Context: an optimization exercise on an open-source flow, tuned for small area, a short achievable clock period and few clock cycles per item. The choices shown serve that exercise and are no tape-out recipe. In this exercise RTL edits were held to simulation tests only and were not proved equivalent to the original.

**flow/config.mk**
```make
export PLATFORM = sky130hd
export DESIGN_NAME = spn_core
export DESIGN_NICKNAME = spn_core
export VERILOG_FILES = /design/flow/design.v
export SDC_FILE = /design/flow/constraint.sdc
export NUM_CORES = 8
export LEC_CHECK = 0
export ABC_AREA = 1
export CAP_MARGIN = 30
export CELL_PAD_IN_SITES_DETAIL_PLACEMENT = 1
export CELL_PAD_IN_SITES_GLOBAL_PLACEMENT = 2
export CORE_MARGIN = 2
export CORE_UTILIZATION = 30
export SLEW_MARGIN = 30
```
**flow/constraint.sdc**
```tcl
create_clock -name core_clock -period 13.0 [get_ports {clk}]
set_input_delay 2.6000 -clock core_clock [delete_from_list [all_inputs] [get_ports {clk}]]
set_output_delay 2.6000 -clock core_clock [all_outputs]
set_load 0.01 [all_outputs]
```
**flow/design.v**
```verilog
module spn_ginv(input [7:0] x, output [7:0] y);
  wire new_n17, new_n18, new_n19, new_n20, new_n21, new_n22, new_n23,
    new_n24, new_n25, new_n26, new_n27, new_n28, new_n29, new_n30, new_n31,
    new_n32, new_n33, new_n34, new_n35, new_n36, new_n37, new_n38, new_n39,
    new_n40, new_n41, new_n42, new_n43, new_n44, new_n45, new_n46, new_n47,
    new_n48, new_n49, new_n50, new_n51, new_n52, new_n53, new_n54, new_n55,
    new_n56, new_n57, new_n58, new_n59, new_n60, new_n61, new_n62, new_n63,
    new_n64, new_n65, new_n66, new_n67, new_n68, new_n69, new_n70, new_n71,
    new_n72, new_n73, new_n74, new_n75, new_n76, new_n77, new_n78, new_n79,
    new_n80, new_n81, new_n82, new_n83, new_n84, new_n85, new_n86, new_n87,
    new_n88, new_n89, new_n90, new_n91, new_n92, new_n93, new_n94, new_n95,
    new_n96, new_n97, new_n98, new_n99, new_n100, new_n101, new_n102,
    new_n103, new_n104, new_n105, new_n106, new_n107, new_n108, new_n109,
    new_n110, new_n111, new_n112, new_n113, new_n114, new_n115, new_n116,
    new_n117, new_n118, new_n119, new_n120, new_n121, new_n122, new_n123,
    new_n124, new_n125, new_n126, new_n127, new_n128, new_n129, new_n130,
    new_n131, new_n132, new_n133, new_n134, new_n135, new_n136, new_n137,
    new_n138, new_n139, new_n140, new_n141, new_n142, new_n143, new_n144,
    new_n145, new_n146, new_n147, new_n148, new_n149, new_n150, new_n152,
    new_n153, new_n154, new_n155, new_n156, new_n157, new_n158, new_n159,
    new_n160, new_n161, new_n162, new_n163, new_n164, new_n165, new_n166,
    new_n167, new_n168, new_n169, new_n170, new_n171, new_n172, new_n173,
    new_n174, new_n175, new_n176, new_n177, new_n178, new_n179, new_n180,
    new_n181, new_n182, new_n183, new_n184, new_n185, new_n186, new_n187,
    new_n188, new_n189, new_n190, new_n191, new_n192, new_n193, new_n194,
    new_n195, new_n196, new_n197, new_n198, new_n199, new_n200, new_n201,
    new_n202, new_n203, new_n204, new_n205, new_n206, new_n207, new_n208,
    new_n209, new_n210, new_n211, new_n212, new_n213, new_n214, new_n215,
    new_n216, new_n217, new_n218, new_n219, new_n220, new_n221, new_n222,
    new_n223, new_n224, new_n225, new_n226, new_n227, new_n228, new_n229,
    new_n230, new_n231, new_n232, new_n233, new_n234, new_n235, new_n236,
    new_n237, new_n238, new_n239, new_n240, new_n241, new_n242, new_n243,
    new_n244, new_n245, new_n246, new_n247, new_n248, new_n250, new_n251,
    new_n252, new_n253, new_n254, new_n255, new_n256, new_n257, new_n258,
    new_n259, new_n260, new_n261, new_n262, new_n263, new_n264, new_n265,
    new_n266, new_n267, new_n268, new_n269, new_n270, new_n271, new_n272,
    new_n273, new_n274, new_n275, new_n276, new_n277, new_n278, new_n279,
    new_n280, new_n281, new_n282, new_n283, new_n284, new_n285, new_n286,
    new_n287, new_n288, new_n289, new_n290, new_n291, new_n292, new_n293,
    new_n294, new_n295, new_n296, new_n297, new_n298, new_n299, new_n300,
    new_n301, new_n302, new_n303, new_n304, new_n305, new_n306, new_n307,
    new_n308, new_n309, new_n310, new_n311, new_n312, new_n313, new_n314,
    new_n315, new_n316, new_n317, new_n318, new_n319, new_n320, new_n321,
    new_n322, new_n323, new_n324, new_n325, new_n326, new_n327, new_n328,
    new_n330, new_n331, new_n332, new_n333, new_n334, new_n335, new_n336,
    new_n337, new_n338, new_n339, new_n340, new_n341, new_n342, new_n343,
    new_n344, new_n345, new_n346, new_n347, new_n348, new_n349, new_n350,
    new_n351, new_n352, new_n353, new_n354, new_n355, new_n356, new_n357,
    new_n358, new_n359, new_n360, new_n361, new_n362, new_n363, new_n364,
    new_n365, new_n366, new_n367, new_n368, new_n369, new_n370, new_n371,
    new_n372, new_n373, new_n374, new_n375, new_n376, new_n377, new_n378,
    new_n379, new_n380, new_n381, new_n382, new_n383, new_n384, new_n385,
    new_n386, new_n387, new_n388, new_n389, new_n390, new_n391, new_n392,
    new_n393, new_n394, new_n395, new_n396, new_n397, new_n398, new_n399,
    new_n400, new_n401, new_n402, new_n403, new_n404, new_n405, new_n406,
    new_n407, new_n408, new_n409, new_n410, new_n412, new_n413, new_n414,
    new_n415, new_n416, new_n417, new_n418, new_n419, new_n420, new_n421,
    new_n422, new_n423, new_n424, new_n425, new_n426, new_n427, new_n428,
    new_n429, new_n430, new_n431, new_n432, new_n433, new_n434, new_n435,
    new_n436, new_n437, new_n438, new_n439, new_n440, new_n441, new_n442,
    new_n443, new_n444, new_n445, new_n446, new_n447, new_n448, new_n449,
    new_n450, new_n451, new_n452, new_n453, new_n454, new_n455, new_n456,
    new_n457, new_n458, new_n459, new_n460, new_n461, new_n462, new_n463,
    new_n464, new_n465, new_n466, new_n467, new_n468, new_n469, new_n470,
    new_n471, new_n472, new_n473, new_n474, new_n475, new_n477, new_n478,
    new_n479, new_n480, new_n481, new_n482, new_n483, new_n484, new_n485,
    new_n486, new_n487, new_n488, new_n489, new_n490, new_n491, new_n492,
    new_n493, new_n494, new_n495, new_n496, new_n497, new_n498, new_n499,
    new_n500, new_n501, new_n502, new_n503, new_n504, new_n505, new_n506,
    new_n507, new_n508, new_n509, new_n510, new_n511, new_n512, new_n513,
    new_n514, new_n515, new_n516, new_n517, new_n518, new_n519, new_n520,
    new_n521, new_n522, new_n523, new_n524, new_n525, new_n526, new_n527,
    new_n528, new_n529, new_n530, new_n531, new_n532, new_n533, new_n534,
    new_n535, new_n536, new_n538, new_n539, new_n540, new_n541, new_n542,
    new_n543, new_n544, new_n545, new_n546, new_n547, new_n548, new_n549,
    new_n550, new_n551, new_n552, new_n553, new_n554, new_n555, new_n556,
    new_n557, new_n558, new_n559, new_n560, new_n561, new_n562, new_n563,
    new_n564, new_n565, new_n566, new_n567, new_n568, new_n569, new_n570,
    new_n571, new_n572, new_n573, new_n574, new_n575, new_n576, new_n577,
    new_n578, new_n579, new_n580, new_n581, new_n582, new_n583, new_n584,
    new_n585, new_n586, new_n587, new_n588, new_n589, new_n590, new_n591,
    new_n592, new_n593, new_n594, new_n596, new_n597, new_n598, new_n599,
    new_n600, new_n601, new_n602, new_n603, new_n604, new_n605, new_n606,
    new_n607, new_n608, new_n609, new_n610, new_n611, new_n612, new_n613,
    new_n614, new_n615, new_n616, new_n617, new_n618, new_n619, new_n620,
    new_n621, new_n622, new_n623, new_n624, new_n625, new_n626, new_n627,
    new_n628, new_n629, new_n630, new_n631, new_n632, new_n633, new_n634,
    new_n635, new_n636, new_n637, new_n638, new_n639, new_n640, new_n641,
    new_n642, new_n643, new_n644, new_n645, new_n646, new_n647, new_n648,
    new_n649, new_n650, new_n651, new_n652;
  assign new_n17 = ~x[0] & x[2];
  assign new_n18 = x[3] & new_n17;
  assign new_n19 = x[0] & ~x[1];
  assign new_n20 = x[2] & ~new_n19;
  assign new_n21 = ~x[3] & ~new_n20;
  assign new_n22 = ~new_n18 & ~new_n21;
  assign new_n23 = x[5] & new_n22;
  assign new_n24 = ~x[1] & x[2];
  assign new_n25 = x[0] & ~x[2];
  assign new_n26 = ~x[3] & ~new_n25;
  assign new_n27 = ~new_n24 & new_n26;
  assign new_n28 = x[3] & new_n20;
  assign new_n29 = ~x[5] & ~new_n28;
  assign new_n30 = ~new_n27 & new_n29;
  assign new_n31 = x[6] & ~new_n30;
  assign new_n32 = ~new_n23 & new_n31;
  assign new_n33 = ~x[0] & ~x[2];
  assign new_n34 = x[1] & new_n33;
  assign new_n35 = ~x[1] & new_n25;
  assign new_n36 = ~new_n34 & ~new_n35;
  assign new_n37 = ~x[0] & new_n24;
  assign new_n38 = new_n36 & ~new_n37;
  assign new_n39 = x[3] & ~new_n38;
  assign new_n40 = ~x[1] & ~x[2];
  assign new_n41 = ~x[3] & ~new_n40;
  assign new_n42 = ~x[0] & x[1];
  assign new_n43 = new_n41 & ~new_n42;
  assign new_n44 = ~x[5] & ~new_n43;
  assign new_n45 = ~new_n39 & new_n44;
  assign new_n46 = ~x[3] & ~new_n33;
  assign new_n47 = ~x[1] & new_n46;
  assign new_n48 = x[3] & ~new_n33;
  assign new_n49 = x[5] & ~new_n48;
  assign new_n50 = ~new_n47 & new_n49;
  assign new_n51 = ~x[6] & ~new_n50;
  assign new_n52 = ~new_n45 & new_n51;
  assign new_n53 = x[4] & ~new_n52;
  assign new_n54 = ~new_n32 & new_n53;
  assign new_n55 = ~x[0] & new_n40;
  assign new_n56 = x[5] & ~new_n55;
  assign new_n57 = ~x[0] & ~x[1];
  assign new_n58 = x[0] & x[1];
  assign new_n59 = ~new_n57 & ~new_n58;
  assign new_n60 = x[2] & new_n59;
  assign new_n61 = new_n41 & ~new_n60;
  assign new_n62 = ~x[3] & ~new_n61;
  assign new_n63 = new_n56 & ~new_n62;
  assign new_n64 = ~x[0] & x[3];
  assign new_n65 = new_n24 & new_n64;
  assign new_n66 = ~x[5] & ~new_n35;
  assign new_n67 = ~new_n65 & new_n66;
  assign new_n68 = ~new_n63 & ~new_n67;
  assign new_n69 = x[6] & ~new_n68;
  assign new_n70 = ~new_n20 & new_n36;
  assign new_n71 = ~x[3] & ~new_n70;
  assign new_n72 = ~x[2] & new_n58;
  assign new_n73 = x[3] & ~new_n57;
  assign new_n74 = ~new_n72 & new_n73;
  assign new_n75 = ~x[5] & ~new_n74;
  assign new_n76 = ~new_n71 & new_n75;
  assign new_n77 = x[3] & ~new_n59;
  assign new_n78 = ~x[2] & new_n77;
  assign new_n79 = x[5] & ~new_n43;
  assign new_n80 = ~new_n78 & new_n79;
  assign new_n81 = ~x[6] & ~new_n80;
  assign new_n82 = ~new_n76 & new_n81;
  assign new_n83 = ~x[4] & ~new_n82;
  assign new_n84 = ~new_n69 & new_n83;
  assign new_n85 = ~new_n54 & ~new_n84;
  assign new_n86 = ~x[7] & ~new_n85;
  assign new_n87 = x[3] & ~new_n25;
  assign new_n88 = x[3] & new_n33;
  assign new_n89 = ~new_n41 & ~new_n59;
  assign new_n90 = ~new_n88 & new_n89;
  assign new_n91 = new_n87 & ~new_n90;
  assign new_n92 = ~new_n27 & ~new_n91;
  assign new_n93 = x[4] & ~new_n92;
  assign new_n94 = x[0] & x[2];
  assign new_n95 = ~new_n33 & ~new_n94;
  assign new_n96 = ~x[1] & x[3];
  assign new_n97 = new_n95 & new_n96;
  assign new_n98 = ~new_n88 & ~new_n97;
  assign new_n99 = ~x[3] & ~new_n19;
  assign new_n100 = ~new_n17 & new_n99;
  assign new_n101 = ~x[4] & ~new_n100;
  assign new_n102 = new_n98 & new_n101;
  assign new_n103 = x[6] & ~new_n102;
  assign new_n104 = ~new_n93 & new_n103;
  assign new_n105 = x[1] & ~x[2];
  assign new_n106 = ~x[3] & new_n105;
  assign new_n107 = x[4] & ~new_n106;
  assign new_n108 = x[4] & ~new_n58;
  assign new_n109 = ~new_n107 & ~new_n108;
  assign new_n110 = ~x[0] & ~new_n40;
  assign new_n111 = x[3] & new_n110;
  assign new_n112 = ~new_n109 & ~new_n111;
  assign new_n113 = ~new_n20 & new_n26;
  assign new_n114 = ~x[4] & ~new_n64;
  assign new_n115 = x[1] & x[3];
  assign new_n116 = ~x[2] & new_n115;
  assign new_n117 = new_n114 & ~new_n116;
  assign new_n118 = ~new_n113 & new_n117;
  assign new_n119 = ~x[6] & ~new_n118;
  assign new_n120 = ~new_n112 & new_n119;
  assign new_n121 = ~new_n104 & ~new_n120;
  assign new_n122 = ~x[5] & ~new_n121;
  assign new_n123 = ~x[3] & ~new_n24;
  assign new_n124 = ~new_n34 & new_n123;
  assign new_n125 = ~x[4] & ~new_n124;
  assign new_n126 = ~new_n18 & ~new_n115;
  assign new_n127 = x[1] & x[2];
  assign new_n128 = ~x[0] & new_n127;
  assign new_n129 = ~new_n126 & ~new_n128;
  assign new_n130 = new_n125 & ~new_n129;
  assign new_n131 = x[4] & ~new_n64;
  assign new_n132 = x[1] & ~new_n17;
  assign new_n133 = new_n123 & ~new_n132;
  assign new_n134 = new_n131 & ~new_n133;
  assign new_n135 = x[6] & ~new_n134;
  assign new_n136 = ~new_n130 & new_n135;
  assign new_n137 = new_n94 & new_n96;
  assign new_n138 = ~x[4] & ~new_n137;
  assign new_n139 = ~x[3] & ~new_n94;
  assign new_n140 = new_n36 & new_n139;
  assign new_n141 = new_n138 & ~new_n140;
  assign new_n142 = new_n41 & ~new_n128;
  assign new_n143 = x[4] & ~new_n77;
  assign new_n144 = ~new_n142 & new_n143;
  assign new_n145 = ~x[6] & ~new_n144;
  assign new_n146 = ~new_n141 & new_n145;
  assign new_n147 = ~new_n136 & ~new_n146;
  assign new_n148 = x[5] & ~new_n147;
  assign new_n149 = x[7] & ~new_n148;
  assign new_n150 = ~new_n122 & new_n149;
  assign y[0] = ~new_n86 & ~new_n150;
  assign new_n152 = x[3] & ~new_n24;
  assign new_n153 = ~new_n57 & new_n152;
  assign new_n154 = ~x[4] & ~new_n153;
  assign new_n155 = ~new_n42 & new_n139;
  assign new_n156 = ~new_n40 & new_n155;
  assign new_n157 = new_n41 & new_n59;
  assign new_n158 = ~new_n156 & ~new_n157;
  assign new_n159 = new_n154 & new_n158;
  assign new_n160 = x[4] & ~new_n137;
  assign new_n161 = ~new_n62 & new_n160;
  assign new_n162 = ~new_n159 & ~new_n161;
  assign new_n163 = x[5] & ~new_n162;
  assign new_n164 = x[0] & x[3];
  assign new_n165 = ~new_n40 & ~new_n127;
  assign new_n166 = new_n164 & ~new_n165;
  assign new_n167 = ~x[3] & ~new_n37;
  assign new_n168 = x[4] & ~x[5];
  assign new_n169 = ~new_n167 & new_n168;
  assign new_n170 = ~new_n166 & new_n169;
  assign new_n171 = ~new_n95 & new_n115;
  assign new_n172 = ~new_n97 & ~new_n171;
  assign new_n173 = ~x[4] & ~x[5];
  assign new_n174 = new_n99 & ~new_n128;
  assign new_n175 = new_n173 & ~new_n174;
  assign new_n176 = new_n172 & new_n175;
  assign new_n177 = x[7] & ~new_n176;
  assign new_n178 = ~new_n170 & new_n177;
  assign new_n179 = ~new_n163 & new_n178;
  assign new_n180 = x[1] & new_n46;
  assign new_n181 = x[4] & ~new_n180;
  assign new_n182 = x[1] & new_n95;
  assign new_n183 = new_n153 & ~new_n182;
  assign new_n184 = new_n181 & ~new_n183;
  assign new_n185 = ~x[4] & ~new_n105;
  assign new_n186 = ~new_n88 & new_n185;
  assign new_n187 = ~x[3] & new_n25;
  assign new_n188 = new_n186 & ~new_n187;
  assign new_n189 = ~x[5] & ~new_n188;
  assign new_n190 = ~new_n184 & new_n189;
  assign new_n191 = ~new_n19 & ~new_n127;
  assign new_n192 = new_n48 & new_n191;
  assign new_n193 = ~x[4] & ~new_n192;
  assign new_n194 = ~new_n164 & new_n193;
  assign new_n195 = ~new_n167 & new_n194;
  assign new_n196 = ~new_n17 & new_n36;
  assign new_n197 = x[3] & new_n196;
  assign new_n198 = new_n59 & new_n123;
  assign new_n199 = x[4] & ~new_n198;
  assign new_n200 = ~new_n197 & new_n199;
  assign new_n201 = x[5] & ~new_n200;
  assign new_n202 = ~new_n195 & new_n201;
  assign new_n203 = ~new_n190 & ~new_n202;
  assign new_n204 = ~x[7] & ~new_n203;
  assign new_n205 = ~new_n179 & ~new_n204;
  assign new_n206 = x[6] & ~new_n205;
  assign new_n207 = ~new_n24 & ~new_n182;
  assign new_n208 = ~x[3] & ~new_n207;
  assign new_n209 = ~x[4] & ~new_n208;
  assign new_n210 = ~new_n166 & new_n209;
  assign new_n211 = x[0] & new_n165;
  assign new_n212 = new_n48 & ~new_n211;
  assign new_n213 = ~new_n17 & new_n41;
  assign new_n214 = x[4] & ~new_n213;
  assign new_n215 = ~new_n212 & new_n214;
  assign new_n216 = ~x[5] & ~new_n215;
  assign new_n217 = ~new_n210 & new_n216;
  assign new_n218 = x[3] & ~new_n35;
  assign new_n219 = ~new_n127 & new_n218;
  assign new_n220 = ~x[4] & ~new_n43;
  assign new_n221 = ~new_n180 & new_n220;
  assign new_n222 = ~new_n219 & new_n221;
  assign new_n223 = ~x[2] & ~new_n59;
  assign new_n224 = new_n152 & ~new_n223;
  assign new_n225 = ~x[3] & ~new_n42;
  assign new_n226 = ~new_n20 & new_n225;
  assign new_n227 = x[4] & ~new_n226;
  assign new_n228 = ~new_n224 & new_n227;
  assign new_n229 = ~new_n222 & ~new_n228;
  assign new_n230 = x[5] & ~new_n229;
  assign new_n231 = ~x[7] & ~new_n230;
  assign new_n232 = ~new_n217 & new_n231;
  assign new_n233 = new_n107 & ~new_n224;
  assign new_n234 = x[2] & x[3];
  assign new_n235 = ~x[4] & ~new_n234;
  assign new_n236 = ~new_n191 & new_n235;
  assign new_n237 = x[5] & ~new_n236;
  assign new_n238 = ~new_n233 & new_n237;
  assign new_n239 = ~new_n17 & ~new_n164;
  assign new_n240 = new_n108 & ~new_n239;
  assign new_n241 = ~x[5] & ~new_n72;
  assign new_n242 = ~x[4] & new_n115;
  assign new_n243 = new_n241 & ~new_n242;
  assign new_n244 = ~new_n240 & new_n243;
  assign new_n245 = x[7] & ~new_n244;
  assign new_n246 = ~new_n238 & new_n245;
  assign new_n247 = ~x[6] & ~new_n246;
  assign new_n248 = ~new_n232 & new_n247;
  assign y[1] = new_n206 | new_n248;
  assign new_n250 = ~x[0] & new_n165;
  assign new_n251 = new_n139 & ~new_n250;
  assign new_n252 = ~new_n97 & ~new_n192;
  assign new_n253 = ~new_n251 & new_n252;
  assign new_n254 = x[4] & ~new_n253;
  assign new_n255 = x[0] & ~new_n165;
  assign new_n256 = x[3] & ~new_n255;
  assign new_n257 = ~new_n47 & ~new_n256;
  assign new_n258 = new_n114 & ~new_n257;
  assign new_n259 = ~new_n254 & ~new_n258;
  assign new_n260 = x[5] & ~new_n259;
  assign new_n261 = new_n87 & ~new_n110;
  assign new_n262 = new_n168 & ~new_n261;
  assign new_n263 = new_n158 & new_n262;
  assign new_n264 = ~new_n105 & ~new_n153;
  assign new_n265 = ~new_n116 & new_n173;
  assign new_n266 = ~new_n264 & new_n265;
  assign new_n267 = ~x[6] & ~new_n266;
  assign new_n268 = ~new_n263 & new_n267;
  assign new_n269 = ~new_n260 & new_n268;
  assign new_n270 = ~x[2] & x[3];
  assign new_n271 = ~new_n42 & new_n270;
  assign new_n272 = ~new_n58 & new_n167;
  assign new_n273 = ~x[4] & ~new_n272;
  assign new_n274 = ~new_n271 & new_n273;
  assign new_n275 = ~x[0] & ~new_n105;
  assign new_n276 = ~x[3] & ~new_n275;
  assign new_n277 = x[4] & ~new_n276;
  assign new_n278 = ~new_n78 & new_n277;
  assign new_n279 = x[5] & ~new_n278;
  assign new_n280 = ~new_n274 & new_n279;
  assign new_n281 = new_n131 & new_n241;
  assign new_n282 = ~new_n96 & ~new_n139;
  assign new_n283 = new_n173 & ~new_n282;
  assign new_n284 = x[6] & ~new_n283;
  assign new_n285 = ~new_n281 & new_n284;
  assign new_n286 = ~new_n280 & new_n285;
  assign new_n287 = ~new_n269 & ~new_n286;
  assign new_n288 = ~x[7] & ~new_n287;
  assign new_n289 = x[4] & ~new_n96;
  assign new_n290 = ~new_n270 & new_n289;
  assign new_n291 = x[4] & ~new_n59;
  assign new_n292 = ~new_n290 & ~new_n291;
  assign new_n293 = ~new_n24 & new_n140;
  assign new_n294 = ~new_n292 & ~new_n293;
  assign new_n295 = ~x[4] & new_n172;
  assign new_n296 = ~new_n71 & new_n295;
  assign new_n297 = ~new_n294 & ~new_n296;
  assign new_n298 = ~x[5] & ~new_n297;
  assign new_n299 = ~x[3] & new_n196;
  assign new_n300 = new_n154 & ~new_n299;
  assign new_n301 = new_n46 & ~new_n211;
  assign new_n302 = x[4] & ~new_n301;
  assign new_n303 = x[5] & ~new_n302;
  assign new_n304 = ~new_n300 & new_n303;
  assign new_n305 = ~new_n298 & ~new_n304;
  assign new_n306 = ~x[6] & ~new_n305;
  assign new_n307 = x[0] & new_n41;
  assign new_n308 = ~new_n59 & new_n87;
  assign new_n309 = new_n98 & ~new_n308;
  assign new_n310 = ~new_n307 & new_n309;
  assign new_n311 = x[4] & ~new_n310;
  assign new_n312 = ~x[3] & new_n223;
  assign new_n313 = ~x[4] & ~new_n312;
  assign new_n314 = ~new_n197 & new_n313;
  assign new_n315 = ~new_n311 & ~new_n314;
  assign new_n316 = x[5] & ~new_n315;
  assign new_n317 = x[3] & new_n191;
  assign new_n318 = ~x[3] & ~new_n38;
  assign new_n319 = ~new_n317 & ~new_n318;
  assign new_n320 = new_n168 & ~new_n319;
  assign new_n321 = new_n64 & ~new_n127;
  assign new_n322 = new_n173 & ~new_n321;
  assign new_n323 = ~new_n155 & new_n322;
  assign new_n324 = x[6] & ~new_n323;
  assign new_n325 = ~new_n320 & new_n324;
  assign new_n326 = ~new_n316 & new_n325;
  assign new_n327 = ~new_n306 & ~new_n326;
  assign new_n328 = x[7] & ~new_n327;
  assign y[2] = ~new_n288 & ~new_n328;
  assign new_n330 = ~x[3] & new_n59;
  assign new_n331 = x[3] & ~new_n250;
  assign new_n332 = ~new_n330 & ~new_n331;
  assign new_n333 = ~new_n94 & ~new_n332;
  assign new_n334 = ~x[5] & ~new_n333;
  assign new_n335 = ~x[3] & ~new_n182;
  assign new_n336 = x[5] & new_n252;
  assign new_n337 = ~new_n335 & new_n336;
  assign new_n338 = ~x[6] & ~new_n337;
  assign new_n339 = ~new_n334 & new_n338;
  assign new_n340 = new_n46 & ~new_n57;
  assign new_n341 = ~new_n255 & new_n340;
  assign new_n342 = new_n152 & ~new_n275;
  assign new_n343 = ~new_n341 & ~new_n342;
  assign new_n344 = ~x[5] & ~new_n343;
  assign new_n345 = x[3] & ~new_n94;
  assign new_n346 = ~new_n105 & new_n345;
  assign new_n347 = x[5] & ~new_n340;
  assign new_n348 = ~new_n346 & new_n347;
  assign new_n349 = x[6] & ~new_n348;
  assign new_n350 = ~new_n344 & new_n349;
  assign new_n351 = ~x[4] & ~new_n350;
  assign new_n352 = ~new_n339 & new_n351;
  assign new_n353 = new_n26 & ~new_n60;
  assign new_n354 = x[3] & new_n94;
  assign new_n355 = new_n172 & ~new_n354;
  assign new_n356 = ~new_n353 & new_n355;
  assign new_n357 = new_n56 & new_n356;
  assign new_n358 = new_n95 & ~new_n96;
  assign new_n359 = ~new_n88 & ~new_n358;
  assign new_n360 = ~x[5] & ~new_n359;
  assign new_n361 = x[6] & ~new_n360;
  assign new_n362 = ~new_n357 & new_n361;
  assign new_n363 = x[1] & new_n26;
  assign new_n364 = x[3] & new_n35;
  assign new_n365 = ~x[5] & ~new_n364;
  assign new_n366 = ~new_n363 & new_n365;
  assign new_n367 = new_n46 & ~new_n182;
  assign new_n368 = ~new_n24 & new_n87;
  assign new_n369 = x[5] & ~new_n368;
  assign new_n370 = ~new_n367 & new_n369;
  assign new_n371 = ~new_n366 & ~new_n370;
  assign new_n372 = ~x[6] & ~new_n371;
  assign new_n373 = x[4] & ~new_n372;
  assign new_n374 = ~new_n362 & new_n373;
  assign new_n375 = ~new_n352 & ~new_n374;
  assign new_n376 = x[7] & ~new_n375;
  assign new_n377 = x[3] & new_n58;
  assign new_n378 = ~x[4] & ~new_n377;
  assign new_n379 = ~new_n318 & new_n378;
  assign new_n380 = new_n99 & ~new_n165;
  assign new_n381 = new_n160 & ~new_n380;
  assign new_n382 = x[5] & ~new_n381;
  assign new_n383 = ~new_n379 & new_n382;
  assign new_n384 = ~new_n211 & new_n225;
  assign new_n385 = x[1] & new_n87;
  assign new_n386 = ~new_n384 & ~new_n385;
  assign new_n387 = new_n173 & ~new_n386;
  assign new_n388 = new_n126 & new_n168;
  assign new_n389 = ~new_n157 & new_n388;
  assign new_n390 = x[6] & ~new_n389;
  assign new_n391 = ~new_n387 & new_n390;
  assign new_n392 = ~new_n383 & new_n391;
  assign new_n393 = ~new_n77 & new_n235;
  assign new_n394 = ~new_n156 & new_n393;
  assign new_n395 = x[4] & new_n98;
  assign new_n396 = ~new_n71 & new_n395;
  assign new_n397 = ~new_n394 & ~new_n396;
  assign new_n398 = x[5] & ~new_n397;
  assign new_n399 = new_n168 & ~new_n345;
  assign new_n400 = ~new_n142 & new_n399;
  assign new_n401 = new_n110 & ~new_n234;
  assign new_n402 = ~x[2] & new_n96;
  assign new_n403 = ~x[4] & ~new_n402;
  assign new_n404 = ~new_n401 & new_n403;
  assign new_n405 = ~x[5] & ~new_n404;
  assign new_n406 = ~new_n400 & new_n405;
  assign new_n407 = ~x[6] & ~new_n406;
  assign new_n408 = ~new_n398 & new_n407;
  assign new_n409 = ~new_n392 & ~new_n408;
  assign new_n410 = ~x[7] & ~new_n409;
  assign y[3] = ~new_n376 & ~new_n410;
  assign new_n412 = new_n143 & ~new_n255;
  assign new_n413 = ~new_n192 & new_n273;
  assign new_n414 = ~new_n412 & ~new_n413;
  assign new_n415 = ~x[5] & ~new_n414;
  assign new_n416 = ~new_n128 & new_n218;
  assign new_n417 = ~new_n251 & ~new_n416;
  assign new_n418 = ~x[4] & ~new_n417;
  assign new_n419 = ~new_n19 & new_n48;
  assign new_n420 = ~new_n109 & ~new_n419;
  assign new_n421 = x[5] & ~new_n420;
  assign new_n422 = ~new_n418 & new_n421;
  assign new_n423 = ~new_n415 & ~new_n422;
  assign new_n424 = ~x[7] & ~new_n423;
  assign new_n425 = ~new_n55 & new_n139;
  assign new_n426 = ~new_n180 & ~new_n425;
  assign new_n427 = ~new_n183 & new_n426;
  assign new_n428 = x[4] & ~new_n427;
  assign new_n429 = ~new_n114 & ~new_n185;
  assign new_n430 = ~new_n24 & ~new_n429;
  assign new_n431 = ~x[5] & ~new_n430;
  assign new_n432 = ~new_n428 & new_n431;
  assign new_n433 = ~new_n105 & new_n164;
  assign new_n434 = ~new_n33 & ~new_n433;
  assign new_n435 = new_n107 & new_n434;
  assign new_n436 = ~new_n46 & ~new_n271;
  assign new_n437 = ~x[4] & ~new_n436;
  assign new_n438 = x[5] & ~new_n437;
  assign new_n439 = ~new_n435 & new_n438;
  assign new_n440 = x[7] & ~new_n439;
  assign new_n441 = ~new_n432 & new_n440;
  assign new_n442 = ~new_n424 & ~new_n441;
  assign new_n443 = x[6] & ~new_n442;
  assign new_n444 = ~new_n115 & ~new_n239;
  assign new_n445 = new_n185 & ~new_n444;
  assign new_n446 = ~new_n22 & new_n445;
  assign new_n447 = ~new_n429 & ~new_n446;
  assign new_n448 = ~new_n25 & new_n41;
  assign new_n449 = x[3] & ~new_n40;
  assign new_n450 = ~new_n128 & new_n449;
  assign new_n451 = x[4] & ~new_n450;
  assign new_n452 = ~new_n448 & new_n451;
  assign new_n453 = x[5] & ~new_n452;
  assign new_n454 = ~new_n447 & new_n453;
  assign new_n455 = new_n173 & ~new_n354;
  assign new_n456 = ~new_n312 & new_n455;
  assign new_n457 = new_n168 & ~new_n356;
  assign new_n458 = ~new_n456 & ~new_n457;
  assign new_n459 = ~new_n454 & new_n458;
  assign new_n460 = x[7] & ~new_n459;
  assign new_n461 = new_n168 & ~new_n384;
  assign new_n462 = new_n309 & new_n461;
  assign new_n463 = new_n191 & new_n403;
  assign new_n464 = x[4] & ~new_n116;
  assign new_n465 = ~new_n124 & new_n464;
  assign new_n466 = x[5] & ~new_n465;
  assign new_n467 = ~new_n463 & new_n466;
  assign new_n468 = ~new_n40 & new_n340;
  assign new_n469 = ~new_n65 & new_n173;
  assign new_n470 = ~new_n468 & new_n469;
  assign new_n471 = ~x[7] & ~new_n470;
  assign new_n472 = ~new_n467 & new_n471;
  assign new_n473 = ~new_n462 & new_n472;
  assign new_n474 = ~x[6] & ~new_n473;
  assign new_n475 = ~new_n460 & new_n474;
  assign y[4] = ~new_n443 & ~new_n475;
  assign new_n477 = x[3] & ~new_n70;
  assign new_n478 = ~new_n272 & ~new_n477;
  assign new_n479 = new_n168 & ~new_n478;
  assign new_n480 = new_n26 & ~new_n132;
  assign new_n481 = new_n290 & ~new_n480;
  assign new_n482 = ~new_n312 & new_n481;
  assign new_n483 = ~x[4] & ~new_n18;
  assign new_n484 = ~new_n251 & new_n483;
  assign new_n485 = x[5] & ~new_n484;
  assign new_n486 = ~new_n482 & new_n485;
  assign new_n487 = ~new_n24 & new_n164;
  assign new_n488 = new_n173 & ~new_n487;
  assign new_n489 = ~new_n335 & new_n488;
  assign new_n490 = ~x[6] & ~new_n489;
  assign new_n491 = ~new_n486 & new_n490;
  assign new_n492 = ~new_n479 & new_n491;
  assign new_n493 = ~new_n105 & new_n167;
  assign new_n494 = new_n289 & ~new_n493;
  assign new_n495 = ~x[4] & ~new_n28;
  assign new_n496 = ~x[1] & new_n64;
  assign new_n497 = ~new_n157 & ~new_n496;
  assign new_n498 = new_n495 & new_n497;
  assign new_n499 = x[5] & ~new_n498;
  assign new_n500 = ~new_n494 & new_n499;
  assign new_n501 = new_n168 & ~new_n308;
  assign new_n502 = ~new_n425 & new_n501;
  assign new_n503 = ~new_n90 & new_n173;
  assign new_n504 = x[6] & ~new_n503;
  assign new_n505 = ~new_n502 & new_n504;
  assign new_n506 = ~new_n500 & new_n505;
  assign new_n507 = ~new_n492 & ~new_n506;
  assign new_n508 = ~x[7] & ~new_n507;
  assign new_n509 = ~new_n25 & ~new_n250;
  assign new_n510 = new_n289 & ~new_n509;
  assign new_n511 = ~new_n99 & ~new_n132;
  assign new_n512 = new_n404 & ~new_n511;
  assign new_n513 = ~new_n510 & ~new_n512;
  assign new_n514 = x[5] & ~new_n513;
  assign new_n515 = new_n165 & new_n345;
  assign new_n516 = new_n26 & ~new_n42;
  assign new_n517 = new_n173 & ~new_n516;
  assign new_n518 = ~new_n515 & new_n517;
  assign new_n519 = ~new_n47 & new_n399;
  assign new_n520 = ~new_n518 & ~new_n519;
  assign new_n521 = ~new_n514 & new_n520;
  assign new_n522 = x[6] & ~new_n521;
  assign new_n523 = ~new_n73 & ~new_n480;
  assign new_n524 = x[4] & ~new_n523;
  assign new_n525 = ~new_n330 & new_n495;
  assign new_n526 = ~x[5] & ~new_n525;
  assign new_n527 = ~new_n524 & new_n526;
  assign new_n528 = ~new_n261 & new_n273;
  assign new_n529 = x[4] & ~new_n340;
  assign new_n530 = ~new_n219 & new_n529;
  assign new_n531 = x[5] & ~new_n530;
  assign new_n532 = ~new_n528 & new_n531;
  assign new_n533 = ~new_n527 & ~new_n532;
  assign new_n534 = ~x[6] & ~new_n533;
  assign new_n535 = x[7] & ~new_n534;
  assign new_n536 = ~new_n522 & new_n535;
  assign y[5] = ~new_n508 & ~new_n536;
  assign new_n538 = ~new_n60 & ~new_n436;
  assign new_n539 = ~x[4] & ~new_n538;
  assign new_n540 = ~x[3] & new_n55;
  assign new_n541 = ~new_n292 & ~new_n540;
  assign new_n542 = x[6] & ~new_n541;
  assign new_n543 = ~new_n539 & new_n542;
  assign new_n544 = ~new_n358 & ~new_n496;
  assign new_n545 = new_n181 & new_n544;
  assign new_n546 = ~new_n261 & ~new_n276;
  assign new_n547 = new_n220 & new_n546;
  assign new_n548 = ~x[6] & ~new_n547;
  assign new_n549 = ~new_n545 & new_n548;
  assign new_n550 = ~x[7] & ~new_n549;
  assign new_n551 = ~new_n543 & new_n550;
  assign new_n552 = ~new_n171 & new_n529;
  assign new_n553 = ~new_n48 & new_n125;
  assign new_n554 = ~x[6] & ~new_n553;
  assign new_n555 = ~new_n552 & new_n554;
  assign new_n556 = ~x[1] & new_n26;
  assign new_n557 = new_n131 & ~new_n556;
  assign new_n558 = x[6] & ~new_n445;
  assign new_n559 = ~new_n557 & new_n558;
  assign new_n560 = x[7] & ~new_n559;
  assign new_n561 = ~new_n555 & new_n560;
  assign new_n562 = x[5] & ~new_n561;
  assign new_n563 = ~new_n551 & new_n562;
  assign new_n564 = x[3] & ~new_n207;
  assign new_n565 = ~new_n155 & ~new_n564;
  assign new_n566 = x[4] & ~new_n565;
  assign new_n567 = ~new_n25 & ~new_n127;
  assign new_n568 = ~new_n18 & new_n567;
  assign new_n569 = new_n378 & ~new_n568;
  assign new_n570 = ~new_n566 & ~new_n569;
  assign new_n571 = x[6] & ~new_n570;
  assign new_n572 = new_n181 & ~new_n540;
  assign new_n573 = ~new_n256 & new_n572;
  assign new_n574 = new_n221 & ~new_n331;
  assign new_n575 = ~x[6] & ~new_n574;
  assign new_n576 = ~new_n573 & new_n575;
  assign new_n577 = ~x[7] & ~new_n576;
  assign new_n578 = ~new_n571 & new_n577;
  assign new_n579 = ~new_n152 & ~new_n157;
  assign new_n580 = x[4] & ~new_n579;
  assign new_n581 = ~new_n72 & new_n276;
  assign new_n582 = new_n193 & ~new_n581;
  assign new_n583 = ~x[6] & ~new_n582;
  assign new_n584 = ~new_n580 & new_n583;
  assign new_n585 = ~new_n17 & ~new_n87;
  assign new_n586 = new_n430 & new_n585;
  assign new_n587 = ~x[2] & new_n330;
  assign new_n588 = x[6] & ~new_n346;
  assign new_n589 = ~new_n587 & new_n588;
  assign new_n590 = ~new_n586 & new_n589;
  assign new_n591 = x[7] & ~new_n590;
  assign new_n592 = ~new_n584 & new_n591;
  assign new_n593 = ~x[5] & ~new_n592;
  assign new_n594 = ~new_n578 & new_n593;
  assign y[6] = new_n563 | new_n594;
  assign new_n596 = new_n123 & ~new_n223;
  assign new_n597 = ~new_n88 & new_n378;
  assign new_n598 = ~new_n596 & new_n597;
  assign new_n599 = ~new_n26 & ~new_n377;
  assign new_n600 = new_n464 & new_n599;
  assign new_n601 = ~x[6] & ~new_n600;
  assign new_n602 = ~new_n598 & new_n601;
  assign new_n603 = x[4] & ~new_n139;
  assign new_n604 = ~new_n60 & new_n603;
  assign new_n605 = ~new_n385 & new_n604;
  assign new_n606 = ~x[4] & ~new_n511;
  assign new_n607 = x[6] & ~new_n606;
  assign new_n608 = ~new_n605 & new_n607;
  assign new_n609 = ~new_n602 & ~new_n608;
  assign new_n610 = x[7] & ~new_n609;
  assign new_n611 = x[4] & new_n126;
  assign new_n612 = ~new_n87 & ~new_n250;
  assign new_n613 = new_n611 & ~new_n612;
  assign new_n614 = ~new_n180 & ~new_n368;
  assign new_n615 = ~x[4] & ~new_n614;
  assign new_n616 = ~new_n613 & ~new_n615;
  assign new_n617 = ~x[6] & ~new_n616;
  assign new_n618 = ~new_n87 & new_n107;
  assign new_n619 = ~new_n330 & new_n618;
  assign new_n620 = new_n186 & ~new_n211;
  assign new_n621 = x[6] & ~new_n620;
  assign new_n622 = ~new_n619 & new_n621;
  assign new_n623 = ~x[7] & ~new_n622;
  assign new_n624 = ~new_n617 & new_n623;
  assign new_n625 = ~new_n610 & ~new_n624;
  assign new_n626 = x[5] & ~new_n625;
  assign new_n627 = x[3] & new_n509;
  assign new_n628 = new_n209 & ~new_n627;
  assign new_n629 = new_n289 & ~new_n345;
  assign new_n630 = ~new_n448 & new_n629;
  assign new_n631 = ~new_n628 & ~new_n630;
  assign new_n632 = x[6] & ~new_n631;
  assign new_n633 = ~new_n449 & ~new_n480;
  assign new_n634 = x[4] & ~new_n633;
  assign new_n635 = new_n138 & ~new_n581;
  assign new_n636 = ~x[6] & ~new_n635;
  assign new_n637 = ~new_n634 & new_n636;
  assign new_n638 = x[7] & ~new_n637;
  assign new_n639 = ~new_n632 & new_n638;
  assign new_n640 = new_n131 & ~new_n573;
  assign new_n641 = ~new_n100 & ~new_n556;
  assign new_n642 = new_n194 & new_n641;
  assign new_n643 = x[6] & ~new_n642;
  assign new_n644 = ~new_n640 & new_n643;
  assign new_n645 = ~new_n318 & new_n611;
  assign new_n646 = ~new_n61 & new_n393;
  assign new_n647 = ~new_n645 & ~new_n646;
  assign new_n648 = ~x[6] & ~new_n647;
  assign new_n649 = ~x[7] & ~new_n648;
  assign new_n650 = ~new_n644 & new_n649;
  assign new_n651 = ~x[5] & ~new_n650;
  assign new_n652 = ~new_n639 & new_n651;
  assign y[7] = ~new_n626 & ~new_n652;
endmodule
module spn_core (
  input  wire         clk,
  input  wire         rst,
  input  wire         start,
  input  wire [1:0]   op,
  input  wire [1:0]   klen,
  input  wire [255:0] key,
  input  wire [127:0] din,
  output reg          busy,
  output reg          done,
  output reg          err,
  output wire [127:0] dout
);
  localparam OP_KS  = 2'd0;
  localparam OP_ENC = 2'd1;
  localparam OP_DEC = 2'd2;
  localparam M_IDLE = 3'd0;
  localparam M_KS2  = 3'd2;    
  localparam M_KS3  = 3'd3;    
  localparam M_KS4  = 3'd4;    
  localparam M_WALK = 3'd5;    
  localparam M_ENC  = 3'd6;
  localparam M_DEC  = 3'd7;
  localparam [127:0] C63 = {16{8'h63}};
  reg  [2:0]   mode;
  reg          key_valid;
  reg          wend;         
  reg  [1:0]   nkc;          
  reg  [3:0]   pq;           
  reg          last;         
  reg          sel_dec;      
  reg          save;         
  reg  [127:0] yr;           
  reg  [127:0] kout;         
  reg  [255:0] win;
  reg  [255:0] rsv;
  wire [3:0] nr1 = 4'd11 + {1'b0, nkc, 1'b0};    
  wire accept = start && !busy;
  function [7:0] xt;
    input [7:0] a;
    begin
      xt = {a[6:0], 1'b0} ^ (a[7] ? 8'h1b : 8'h00);
    end
  endfunction
  function [31:0] mix_col;
    input [31:0] col;
    reg   [7:0]  a0, a1, a2, a3;
    begin
      a0 = col[31:24]; a1 = col[23:16]; a2 = col[15:8]; a3 = col[7:0];
      mix_col = {xt(a0 ^ a1) ^ (a1 ^ (a2 ^ a3)),
                 xt(a1 ^ a2) ^ (a2 ^ (a3 ^ a0)),
                 xt(a2 ^ a3) ^ (a3 ^ (a0 ^ a1)),
                 xt(a3 ^ a0) ^ (a0 ^ (a1 ^ a2))};
    end
  endfunction
  function [7:0] x4;
    input [7:0] a;
    begin
      x4 = {a[5], a[4], a[3] ^ a[7], a[2] ^ a[6] ^ a[7], a[1] ^ a[6], a[0] ^ a[7], a[6] ^ a[7], a[6]};
    end
  endfunction
  function [7:0] x8;
    input [7:0] a;
    begin
      x8 = {a[4], a[3] ^ a[7], a[2] ^ a[6] ^ a[7], a[1] ^ a[5] ^ a[6], a[0] ^ a[5] ^ a[7],
            a[6] ^ a[7], a[5] ^ a[6], a[5]};
    end
  endfunction
  function [31:0] imc_add;
    input [31:0] a;
    input [31:0] m;
    reg   [7:0]  a0, a1, a2, a3, e, u, v;
    begin
      a0 = a[31:24]; a1 = a[23:16]; a2 = a[15:8]; a3 = a[7:0];
      e = x8((a0 ^ a1) ^ (a2 ^ a3));
      u = x4(a0 ^ a2);
      v = x4(a1 ^ a3);
      imc_add = {(m[31:24] ^ u) ^ e, (m[23:16] ^ v) ^ e, (m[15:8] ^ u) ^ e, (m[7:0] ^ v) ^ e};
    end
  endfunction
  function [127:0] shift_rows;
    input [127:0] s;
    integer r, c;
    begin
      for (r = 0; r < 4; r = r + 1)
        for (c = 0; c < 4; c = c + 1)
          shift_rows[127 - 8*(r + 4*c) -: 8] = s[127 - 8*(r + 4*((c + r) % 4)) -: 8];
    end
  endfunction
  function [127:0] shift_rows2;
    input [127:0] s;
    integer r, c;
    begin
      for (r = 0; r < 4; r = r + 1)
        for (c = 0; c < 4; c = c + 1)
          shift_rows2[127 - 8*(r + 4*c) -: 8] = s[127 - 8*(r + 4*((c + 2*r) % 4)) -: 8];
    end
  endfunction
  function [7:0] rcon_of;
    input [3:0] i;
    begin
      case (i)
        4'd1:  rcon_of = 8'h01;
        4'd2:  rcon_of = 8'h02;
        4'd3:  rcon_of = 8'h04;
        4'd4:  rcon_of = 8'h08;
        4'd5:  rcon_of = 8'h10;
        4'd6:  rcon_of = 8'h20;
        4'd7:  rcon_of = 8'h40;
        4'd8:  rcon_of = 8'h80;
        4'd9:  rcon_of = 8'h1b;
        4'd10: rcon_of = 8'h36;
        default: rcon_of = 8'h00;
      endcase
    end
  endfunction
  wire [31:0] w0 = win[255:224], w1 = win[223:192], w2 = win[191:160], w3 = win[159:128];
  wire [31:0] w4 = win[127:96],  w5 = win[95:64],   w6 = win[63:32],    w7 = win[31:0];
  function [16:0] step_pattern;
    input [1:0] k;
    input [3:0] q;
    input       fwd;
    reg         s0, s2, rt;
    reg  [3:0]  ri;
    reg  [4:0]  sel;
    reg  [6:0]  rsel;
    reg  [1:0]  m3;
    begin
      case (q)
        4'd0, 4'd3, 4'd6, 4'd9, 4'd12, 4'd15: m3 = 2'd0;
        4'd1, 4'd4, 4'd7, 4'd10, 4'd13:       m3 = 2'd1;
        default:                              m3 = 2'd2;
      endcase
      s0 = 1'b0; s2 = 1'b0; rt = 1'b0; ri = 4'd0;
      case (k)
        2'd0: begin
          s0 = 1'b1; rt = 1'b1;
          ri = fwd ? q : q - 4'd2;
        end
        2'd1: begin
          if (m3 == 2'd0) begin
            s0 = 1'b1; rt = 1'b1;
            case (q)
              4'd3:  ri = fwd ? 4'd2  : 4'd1;
              4'd6:  ri = fwd ? 4'd4  : 4'd3;
              4'd9:  ri = fwd ? 4'd6  : 4'd5;
              4'd12: ri = fwd ? 4'd8  : 4'd7;
              default: ri = fwd ? 4'd10 : 4'd9;
            endcase
          end else if (m3 == 2'd1) begin
            s2 = 1'b1; rt = 1'b1;
            case (q)
              4'd1:  ri = fwd ? 4'd1 : 4'd0;
              4'd4:  ri = fwd ? 4'd3 : 4'd2;
              4'd7:  ri = fwd ? 4'd5 : 4'd4;
              4'd10: ri = fwd ? 4'd7 : 4'd6;
              default: ri = fwd ? 4'd9 : 4'd8;
            endcase
          end
        end
        default: begin
          s0 = 1'b1;
          rt = fwd ? !q[0] : q[0];
          ri = {1'b0, q[3:1]};
        end
      endcase
      if (fwd)
        sel = s2 ? 5'b00010 : 5'b00001;
      else if (k == 2'd0)
        sel = 5'b00100;
      else if (k == 2'd1 && s0)
        sel = 5'b10000;
      else
        sel = 5'b01000;
      rsel = {sel[4], sel[3] & rt, sel[3] & !rt, sel[2], sel[1], sel[0] & rt, sel[0] & !rt};
      step_pattern = {s0, s2, rt ? rcon_of(ri) : 8'h00, rsel};
    end
  endfunction
  reg        kfwd;                  
  reg        sub0, sub2;
  reg  [7:0] krc;
  reg  [6:0] ksel;
  function [31:0] rotw;
    input [31:0] x;
    begin
      rotw = {x[23:0], x[31:24]};
    end
  endfunction
  wire [31:0] ksin = ({32{ksel[0]}} & w7) | ({32{ksel[1]}} & rotw(w7)) |
                     ({32{ksel[2]}} & rotw(w7 ^ w2 ^ w3)) | ({32{ksel[3]}} & rotw(w2 ^ w3)) |
                     ({32{ksel[4]}} & w3) | ({32{ksel[5]}} & rotw(w3)) |
                     ({32{ksel[6]}} & rotw(w1));
  wire [31:0] ksub_i;
  genvar g;
  generate
    for (g = 0; g < 4; g = g + 1) begin : g_ksbox
      spn_ginv u_inv (.x(ksin[31 - 8*g -: 8]), .y(ksub_i[31 - 8*g -: 8]));
    end
  endgenerate
  wire [31:0] ksub = ksub_i ^ 32'h63636363;
  wire [31:0] kt   = ksub ^ {krc, 24'h000000};
  reg [31:0] b0, b1, b2, b3, c0, c1, c2, c3;
  always @(*) begin
    case (nkc)
      2'd0:    begin {b0, b1, b2, b3} = {w4, w5, w6, w7}; {c0, c1, c2, c3} = {w0, w1, w2, w3}; end
      2'd1:    begin {b0, b1, b2, b3} = {w2, w3, w4, w5}; {c0, c1, c2, c3} = {w2, w3, w4, w5}; end
      default: begin {b0, b1, b2, b3} = {w0, w1, w2, w3}; {c0, c1, c2, c3} = {w4, w5, w6, w7}; end
    endcase
  end
  wire [31:0] fx = sub0 ? 32'd0 : w7;       
  wire [31:0] p0 = b0 ^ fx;
  wire [31:0] p1 = p0 ^ b1;
  wire [31:0] p2 = sub2 ? b2 : (p1 ^ b2);
  wire [31:0] p3 = p2 ^ b3;
  wire [31:0] q0 = c0 ^ (sub0 ? 32'd0 : w1);
  wire [31:0] q1 = c1 ^ c0;
  wire [31:0] q2 = c2 ^ (sub2 ? 32'd0 : c1);
  wire [31:0] q3 = c3 ^ c2;
  wire [127:0] kpq   = kfwd ? {p0, p1, p2, p3} : {q0, q1, q2, q3};
  wire [3:0]   kmask = kfwd ? {sub0, sub0, sub0 | sub2, sub0 | sub2} : {sub0, 1'b0, sub2, 1'b0};
  wire [127:0] nw    = kpq ^ ({{32{kmask[3]}}, {32{kmask[2]}}, {32{kmask[1]}}, {32{kmask[0]}}} &
                             {kt, kt, kt, kt});
  wire [255:0] win_fwd = {win[127:0], nw};
  wire [255:0] win_bwd = {nw, win[255:128]};
  wire [127:0] rk_e = win[127:0];
  wire [127:0] rk_d = win[255:128];
  wire [127:0] mc_in = yr ^ ((rk_d ^ C63) & {128{sel_dec}});
  wire [127:0] mc    = {mix_col(mc_in[127:96]), mix_col(mc_in[95:64]),
                        mix_col(mc_in[63:32]),  mix_col(mc_in[31:0])};
  wire [127:0] e_next = mc ^ rk_e ^ C63;
  wire [127:0] d_imc = {imc_add(mc_in[127:96], mc[127:96]), imc_add(mc_in[95:64], mc[95:64]),
                        imc_add(mc_in[63:32], mc[63:32]),   imc_add(mc_in[31:0], mc[31:0])};
  wire [127:0] d_next = shift_rows2(d_imc);
  assign dout = yr ^ kout;
  wire [127:0] k_enc  = wend ? rsv[255:128] : win[255:128];
  wire [127:0] k_dec  = wend ? win[127:0] : rsv[127:0];
  wire [127:0] a_enc  = din ^ k_enc;
  wire [127:0] a_dec  = shift_rows2(din ^ k_dec ^ C63);
  wire [127:0] a_next = op[1] ? a_dec : a_enc;
  wire [127:0] x_next = (mode == M_IDLE) ? a_next : (mode == M_ENC) ? e_next : d_next;
  wire [127:0] y_next;
  generate
    for (g = 0; g < 16; g = g + 1) begin : g_dinv
      spn_ginv u_inv (.x(x_next[127 - 8*g -: 8]), .y(y_next[127 - 8*g -: 8]));
    end
  endgenerate
  wire [127:0] z_next = shift_rows(y_next);
  wire go_enc = accept && (op == OP_ENC) && key_valid;
  wire go_dec = accept && (op == OP_DEC) && key_valid;
  wire go_ks  = accept && (op == OP_KS) && (klen != 2'd3);
  wire go_err = accept && !go_enc && !go_dec && !go_ks;
  reg [2:0] mode_n;
  reg [3:0] pq_n;
  reg [1:0] nkc_n;
  reg       fin;           
  always @(*) begin
    mode_n = mode;
    pq_n   = pq;
    nkc_n  = nkc;
    fin    = 1'b0;
    case (mode)
      M_IDLE: begin
        if (go_ks) begin
          mode_n = klen[1] ? M_KS4 : M_KS2;
          nkc_n  = klen;
          pq_n   = 4'd2;
        end else if (go_enc) begin
          mode_n = M_ENC;
          pq_n   = 4'd2;
        end else if (go_dec) begin
          mode_n = M_DEC;
          pq_n   = nr1;
        end
      end
      M_KS2: begin
        mode_n = M_KS3;
        pq_n   = 4'd1;
      end
      M_KS3: begin
        mode_n = M_KS4;
        pq_n   = 4'd2;
      end
      M_KS4, M_WALK: begin
        mode_n = M_WALK;
        pq_n   = pq + 4'd1;
        if (pq == nr1 - 4'd1) begin    
          mode_n = M_IDLE;
          fin    = 1'b1;
        end
      end
      M_ENC: begin
        pq_n = pq + 4'd1;
        if (last) begin
          mode_n = M_IDLE;
          fin    = 1'b1;
        end
      end
      default: begin    
        pq_n = pq - 4'd1;
        if (last) begin
          mode_n = M_IDLE;
          fin    = 1'b1;
        end
      end
    endcase
  end
  wire [3:0]  nr1_n  = 4'd11 + {1'b0, nkc_n, 1'b0};
  wire        kfwd_n = (mode_n != M_DEC) && (mode_n != M_KS2);
  wire [16:0] pat_n  = step_pattern(nkc_n, pq_n, kfwd_n);
  wire        last_n = (mode_n == M_ENC) ? (pq_n == nr1_n - 4'd1) : (pq_n == 4'd3);
  always @(posedge clk) begin
    yr <= z_next;
    kout <= nw ^ (C63 & {128{kfwd}});
  end
  always @(posedge clk) begin
    if (mode == M_IDLE) begin
      if (go_ks)
        win <= key;
      else if ((go_enc && wend) || (go_dec && !wend))
        win <= rsv;
    end else begin
      case (mode)
        M_KS2:  win <= win_bwd;
        M_DEC:  win <= win_bwd;
        default: win <= win_fwd;
      endcase
    end
  end
  always @(posedge clk) begin
    if (save)
      rsv <= win;
  end
  always @(posedge clk) begin
    pq   <= pq_n;
    nkc  <= nkc_n;
    last <= last_n;
    sel_dec <= (mode_n == M_DEC);
    save <= (go_enc && !wend) || (go_dec && wend) || (go_ks && klen[1]) || (mode == M_KS3);
    kfwd <= kfwd_n;
    {sub0, sub2, krc, ksel} <= pat_n;
  end
  always @(posedge clk) begin
    if (rst) begin
      mode      <= M_IDLE;
      busy      <= 1'b0;
      done      <= 1'b0;
      err       <= 1'b0;
      key_valid <= 1'b0;
    end else begin
      mode <= mode_n;
      busy <= (mode_n != M_IDLE);
      done <= fin || go_err;
      err  <= go_err;
      if (go_ks)
        key_valid <= 1'b0;
      else if (fin && mode != M_ENC && mode != M_DEC)
        key_valid <= 1'b1;
      if (fin)
        wend <= (mode != M_DEC);
    end
  end
endmodule
```
**flow/flow/run.sh**
```bash
#!/bin/bash
# Layout: the standard synthesis unchanged, then ORFS's standard layout steps
# with a larger setup margin for repair_timing (same SDC, same clock period) and
# plain buffers (buf_2) as the port buffers. Each tool run's full output goes to
# a log file in this folder.
set -uo pipefail
bash standard.sh synth > synth.log 2>&1 || exit 1
bash standard.sh SETUP_SLACK_MARGIN=8.5 "BUFFER_PORTS_ARGS=-buffer_cell sky130_fd_sc_hd__buf_2" finish > layout.log 2>&1 || exit 1
```
**flow/standard.sh**
```bash
#!/bin/bash
# synth_recipe.tcl (not shown) runs the flow's synth.tcl, then flattens the netlist and writes it again
# the make line also repeats each setting of config.mk as NAME=value (left out here)
make -C /OpenROAD-flow-scripts/flow DESIGN_CONFIG=/design/flow/config.mk WORK_HOME=/design/flow/orfs CLKGATE_MAP_FILE= SYNTH_SCRIPT=/design/flow/synth_recipe.tcl "${@:-finish}"
```
==> reports/qor.csv, run 1 <==
metric;value;unit
status;no timing/DRC/antenna violations;
Iter 0 DRT Violations;26202;
synthesis warning total;1;
clock-pin slew on the worst setup and hold paths;0.06;ns
Initial Utilization;30.1;%
reg2reg path depth;28;
Min-Delay Path Class;flip-flop to flip-flop;
vias in the first global route;172492;
Worst setup EP type;flip-flop;
CTS tree;built;
Layout Skew;0.120;ns
CTS HTree Levels;3;
post-route minimum period;4.95;ns
die width;645;um
FILL cells;53328;
leading post-synthesis cells by cell area;nand2_1, nand3_1, edfxtp_1;
worst-path maximum fanout;6;
area of the multi-input gates;107000;um^2
Synth Register Bits;803;
cell count after synthesis;22294;
register area;21600;um^2
drt drc;0;
Synth area leader;nand2_1;
number of enable flip-flop cells after synthesis;513;
Clk Tree Root Cell;clkbuf_16;
CP endpoint;yr[11]$_DFF_P_;
RSZ-0062 raised after global routing;yes;
pin count of the biggest net entering global routing;127;
Mean Syn Cell Area;5.52;um^2
Final Max Slew Viols;0;
share of the synthesized area in the top cell type;25.3;%
area delta synth->final;40.6;%
most common cell after layout, fill and taps aside;nand2_1;
pre-CTS setup slack;5.34;ns
DR WL/cell;36.8;um
Reg2Reg Setup Slack;8.18;ns
gr usage total;49.0;%
fin worst setup slack;8.05;ns
ys async rst share;0;%
die area;416000;um^2
crit path DAT;5.76;ns
nets@finish;24645;
Worst-Margin Slew;1.22;ns
Routed WL;1090000;um
worst skew pair latency;1.04;ns
number of I/O port buffers;521;
CP Launch Point;op[1];
CP startpoint kind;input pin;
Layout Cells excl Fill;29640;
DR vias/cell;6.28;
Post-Syn Nets;22944;
# setup viols final;0;
TritonCTS Buffers;124;
Ports;522;
final global-route overflow total;0;
Routability Congestion;1.07;
most frequent cells in the layout;nand2_1, nand3_1, inv_1;
initial antenna violation count;127;
Cells after DPL;27612;
synth unique cells;70;
first-pass GRT wire length;1440000;um
Max-Cap Viols;0;
Seq/Total Area, Yosys;17.2;%
drt first pass iters;7;
Setup Crit Path Kind;input pin to flip-flop;
Num Clock Sinks;803;
Worst EP required;13.81;ns
setup_tns;0;ns
f_max;0.202;GHz
Post-Syn Area;123000;um^2
CTS Buffer Depth;4;
dpl hpwl;786000;um
final hold viol count;0;
Tcrit/Tclk final;38.1;%
row count;235;
max_slew headroom;17.6;%
Hold Slack;0.478;ns
Post-synth top flop;edfxtp_1;
r2r endpoint;yr[84]$_DFF_P_;
vias after detailed routing;186146;
Core Box Area;409000;um^2
layout cells sized above 1;26.5;%
ANT nets after route;0;
RR Startpoint;sel_dec$_DFF_P_;
die height;645;um
## cells in the mapped netlist (71+ instances only)
master,count
nand4_1,349
inv_2,147
ha_1,258
edfxtp_1,513
a31oi_1,71
nor2_1,1362
xnor2_1,180
buf_2,281
a22oi_1,348
xor2_1,586
o21ai_1,122
inv_1,1877
o21ai_0,1456
a21oi_1,883
dfxtp_1,290
nand3_1,3423
clkbuf_1,510
o221ai_1,72
o211ai_1,189
nand2_1,8299
nand2_2,182
buf_1,106
## worst min path at each step
stage / slack [ns] / cells after the start / endpoint / from
5_1_grt: 0.46 / 0 / rsv[117]$_DFFE_PP_ / win[117]$_DFFE_PP_
4_1_cts: 0.46 / 0 / rsv[208]$_DFFE_PP_ / win[208]$_DFFE_PP_
3_3_place_gp: 0.44 / 0 / rsv[117]$_DFFE_PP_ / win[117]$_DFFE_PP_
6_report: 0.48 / 0 / rsv[117]$_DFFE_PP_ / win[117]$_DFFE_PP_
3_5_place_dp: 0.45 / 0 / rsv[139]$_DFFE_PP_ / win[139]$_DFFE_PP_
2_1_floorplan: 0.42 / 0 / rsv[130]$_DFFE_PP_ / win[130]$_DFFE_PP_
## worst max-delay path: stages
cell and delay, ns:
buf_16 0.16, buf_12 0.16, buf_6 0.11, buf_8 0.12
buf_16 0.12, a21oi_2 0.09, o21ai_1 0.10, o21ai_1 0.16
or2_4 0.16, nand3_4 0.09, nand2_4 0.09, buf_12 0.12
clkinvlp_4 0.17, buf_6 0.18, ha_4 0.19, clkinvlp_4 0.15
buf_12 0.14, buf_6 0.11, nand4_1 0.14, nand2_1 0.13
nand2_1 0.06, nand3_1 0.10, nand3_1 0.10, nand3_1 0.10
nand2_1 0.07
## state kept, by name, indices dropped and copies added, names as in the netlist, 2 cells and up
| name | flops |
|---|---|
| krc | 8 |
| ksel | 7 |
| nkc | 2 |
| kout | 128 |
| pq | 4 |
| win | 256 |
| mode | 3 |
| rsv | 256 |
| yr | 128 |
## logic make-up (layout without fill, tap and decap cells)
| logic type | Yosys count | count (layout) | share of synthesized area [%] |
|---|---|---|---|
| xor gates and xnor gates | 803 | 803 | 5.97 |
| DFF | 803 | 803 | 17.2 |
| and+or+nand+nor | 13910 | 13937 | 47.8 |
| AOI/OAI and AO/OA | 3424 | 3427 | 16.0 |
| muxes | 24 | 24 | 0.195 |
| buffers and inverters | 3071 | 4846 | 10.2 |
| other | 0 | 90 | 0 |
| adders and majority gates | 259 | 259 | 2.64 |
## cell type report
type,count,area share (%)
multi-input combinational,18450,61.9
timing repair buffer,2541,13.7
sequential,803,12.5
inverter,2053,5.23
tap,5451,3.94
clock buffer,159,1.98
clock inverter,71,0.535
antenna,90,0.130
timing repair inverter,22,0.117
## metrics by stage
stage | util [%] | instance area [um^2]
2_1_floorplan | - | 124000
3_3_place_gp | 32.2 | 132000
3_5_place_dp | 32.2 | 132000
4_1_cts | 38.6 | 158000
5_1_grt | 42.3 | 173000
6_report | 42.3 | 173000
## what timing repair did
| action | 4_1_cts | 5_1_grt |
|---|---|---|
| setup endpoints to repair | 879 | 507 |
| hold buffers | 0 | 0 |
| pin swaps | 430 | 503 |
| resized for setup | 3123 | 2053 |
| setup buffers | 861 | 719 |
| gates cloned | 78 | 48 |
## layer usage
layer  global-route usage, %  vias up  part of all wire [%]
li1                        -    77317                     -
met1                    61.0    90911                    37
met2                    69.6    13944                    39
met3                    13.8     3936                    13
met4                    40.7       38                    11
met5                       0        -                 0.049
Testbench counts, summed over its fixed seeds: cycles 6,666, blocks 512.
==> run 2, diff against run 1 <==
--- a/flow/flow/run.sh
+++ b/flow/flow/run.sh
@@ -7,2 +7,2 @@
 bash standard.sh synth > synth.log 2>&1 || exit 1
-bash standard.sh SETUP_SLACK_MARGIN=8.5 "BUFFER_PORTS_ARGS=-buffer_cell sky130_fd_sc_hd__buf_2" finish > layout.log 2>&1 || exit 1
+bash standard.sh SETUP_SLACK_MARGIN=7.5 "BUFFER_PORTS_ARGS=-buffer_cell sky130_fd_sc_hd__buf_2" finish > layout.log 2>&1 || exit 1
==> reports/qor.csv, run 2 <==
metric;value;unit;change
status;no timing/DRC/antenna violations;;unchanged
final hold viol count;0;;unchanged
worst-path maximum fanout;24;;was 6
Worst EP required;13.89;ns;was 13.81 ns
reg2reg path depth;30;;was 28
top flop regs;rsv (256), win (256);;unchanged
max incr delay on CP;0.40;ns;was 0.19 ns
number of enable flip-flop cells after synthesis;513;;unchanged
Worst-Margin Slew;1.26;ns;was 1.22 ns
Min-Delay Path Class;flip-flop to flip-flop;;unchanged
Slowest-stage cell, CP;bufbuf_16;;was ha_4
share of the synthesized area in the top cell type;25.3;%;unchanged
ANT nets after route;0;;unchanged
Worst setup EP type;flip-flop;;unchanged
TritonCTS Buffers;121;;was 124
Setup Crit Path Kind;flip-flop to flip-flop;;was input pin to flip-flop
Top Layer Used;met5;;unchanged
die height;645;um;unchanged
Final Max Slew Viols;0;;unchanged
die area;416000;um^2;unchanged
Final Instance Area;140000;um^2;was 173,000 um^2
pre-CTS setup slack;5.09;ns;was 5.34 ns
layout cells sized above 1;10.5;%;was 26.5%
Max-Cap Viols;0;;unchanged
most frequent CP cell;nand2_1;;
Synth area leader;nand2_1;;unchanged
most frequent cells in the layout;nand2_1, nand3_1, inv_1;;unchanged
CP Launch Point;sel_dec$_DFF_P_;;was op[1]
WHS Endpoint;rsv[208]$_DFFE_PP_;;was rsv[117]$_DFFE_PP_
Post-Syn Area;123000;um^2;unchanged
synth unique cells;70;;unchanged
Initial Utilization;30.1;%;unchanged
worst skew pair latency;1.00;ns;was 1.04 ns
met2 WL;401000;um;was 431,000 um
clock-pin slew on the worst setup and hold paths;0.07;ns;was 0.06 ns
die width;645;um;unchanged
max_slew headroom;15.9;%;was 17.6%
most common cell after layout, fill and taps aside;nand2_1;;unchanged
met3 wire length;119000;um;was 139,000 um
r2r endpoint;yr[36]$_DFF_P_;;was yr[84]$_DFF_P_
row count;235;;unchanged
Iter 0 DRT Violations;23665;;was 26,202
dpl hpwl;778000;um;was 786,000 um
nets@finish;23144;;was 24,645
Routed WL;1000000;um;was 1,090,000 um
post-route minimum period;5.69;ns;was 4.95 ns
Num Clock Sinks;803;;unchanged
f_max;0.176;GHz;was 0.202 GHz
number of I/O port buffers;521;;unchanged
synthesis warning total;1;;unchanged
Reg2Reg Setup Slack;7.31;ns;was 8.18 ns
leading post-synthesis cells by cell area;nand2_1, nand3_1, edfxtp_1;;unchanged
fin worst setup slack;7.31;ns;was 8.05 ns
drt first pass iters;6;;was 7
Clk Tree Root Cell;clkbuf_16;;unchanged
vias after detailed routing;173587;;was 186,146
# setup viols final;0;;unchanged
cell count after synthesis;22294;;unchanged
drt drc;0;;unchanged
crit path DAT;6.58;ns;was 5.76 ns
worst hold start;win[208]$_DFFE_PP_;;was win[117]$_DFFE_PP_
final global-route overflow total;0;;unchanged
Core Box Area;409000;um^2;unchanged
CP startpoint kind;flip-flop;;was input pin
area delta synth->final;14.0;%;was 40.6%
synth cell count leaders;nand2_1, nand3_1, inv_1, o21ai_0, nor2_1;;unchanged
met1 wire length;391000;um;was 403,000 um
most instantiated library cell after synthesis;nand2_1;;unchanged
[run 2: kinds of logic (layout without fill, tap and decap cells)]
logic type                 Yosys count  after routing  share of synthesized area (%)
AOI/OAI and AO/OA                 3424           3425                           16.0
xor gates and xnor gates           803            803                           5.97
adders and majority gates          259            259                           2.64
buffers and inverters             3071           3368                           10.2
DFF                                803            803                           17.2
muxes                               24             24                          0.195
other                                0             81                              0
and+or+nand+nor                  13910          13913                           47.8
[run 2: critical path: cells and delay by family, from the launching register on]
kind / cells / cell delay (ns)
DFF: 1 / 0.38
adders and majority gates: 1 / 0.21
buffers and inverters: 8 / 1.76
xor gates and xnor gates: 1 / 0.28
and+or+nand+nor: 20 / 2.92
[run 2: layout make-up]
class                   count  area [um^2]  area share [%]
multi-input cells       18424        92100            65.6
well taps                5451         6820            4.86
flip-flops and latches    803        21200            15.1
repair inverters            3         25.0          0.0178
diodes                     81          203           0.144
clock inverters            81          890           0.634
repair buffers           1088         7800            5.56
clock buffers             143         3200            2.28
inverters                2053         8050            5.74
[run 2: layer usage]
layer  up-vias  global-route usage, %
li1      74178                      -
met1     85362                   58.5
met2     11495                   65.3
met3      2498                   12.7
met4        54                   34.4
met5         -                  0.150
[run 2: timing repair]
| item | CTS | global route |
|---|---|---|
| buffers inserted | 84 | 96 |
| setup endpoints to repair | 525 | 349 |
| resized for setup | 355 | 411 |
| gates cloned | 11 | 5 |
| pin swaps | 20 | 31 |
[run 2: per-stage QoR]
step | hold WS [ns] | util, % | instances
finish | 0.443 | 34.3 | 28127
global route | 0.444 | 34.3 | 28080
CTS | 0.426 | 33.6 | 27942
detailed placement | 0.450 | 32.0 | 27623
global placement | 0.431 | 32.0 | 27621
floorplan | 0.421 | - | 22294
[run 2: how the worst max path moves through the flow]
stage | depth (start not counted) | endpoint | slack [ns]
2_1_floorplan | 4 | win[0]$_DFFE_PP_ | 5.38
3_3_place_gp | 20 | yr[45]$_DFF_P_ | 5.07
3_5_place_dp | 20 | yr[45]$_DFF_P_ | 5.09
4_1_cts | 24 | yr[69]$_DFF_P_ | 7.44
5_1_grt | 27 | yr[36]$_DFF_P_ | 7.28
6_report | 30 | yr[36]$_DFF_P_ | 7.31

[what the ideal ports hide]
The results above use ideal ports. As a check the final layouts listed here were re-extracted and re-timed, cells and wires unchanged. Step 1 assumes that a clkbuf_16 drives the clock port and a buf_2 every other input. Step 2 adds t to the input delays and takes it off the output delays; t is the mean of the earliest and latest rising clock arrival at the registers after step 1. Input paths then give back, and output paths get back, about the clock's delay inside the block. Slacks: no drivers / after step 1 / after step 2; pairs: no drivers / after step 1.
run	shift t [ns]	setup WS [ns]	worst hold slack (ns)	slew at the worst register clock pin (ns)	cell pins on the clock port's net
run 1	1.121	8.048 / 7.671 / 6.550	0.478 / 0.478 / 0.478	0.08 / 0.08	1
run 2	1.087	7.313 / 7.254 / 6.167	0.443 / 0.443 / 0.443	0.08 / 0.08	1
After both steps every run listed still meets setup and hold. For run 1, which loses most, drivers alone change the setup slack by -0.377 ns; drivers and shift together by -1.498 ns.
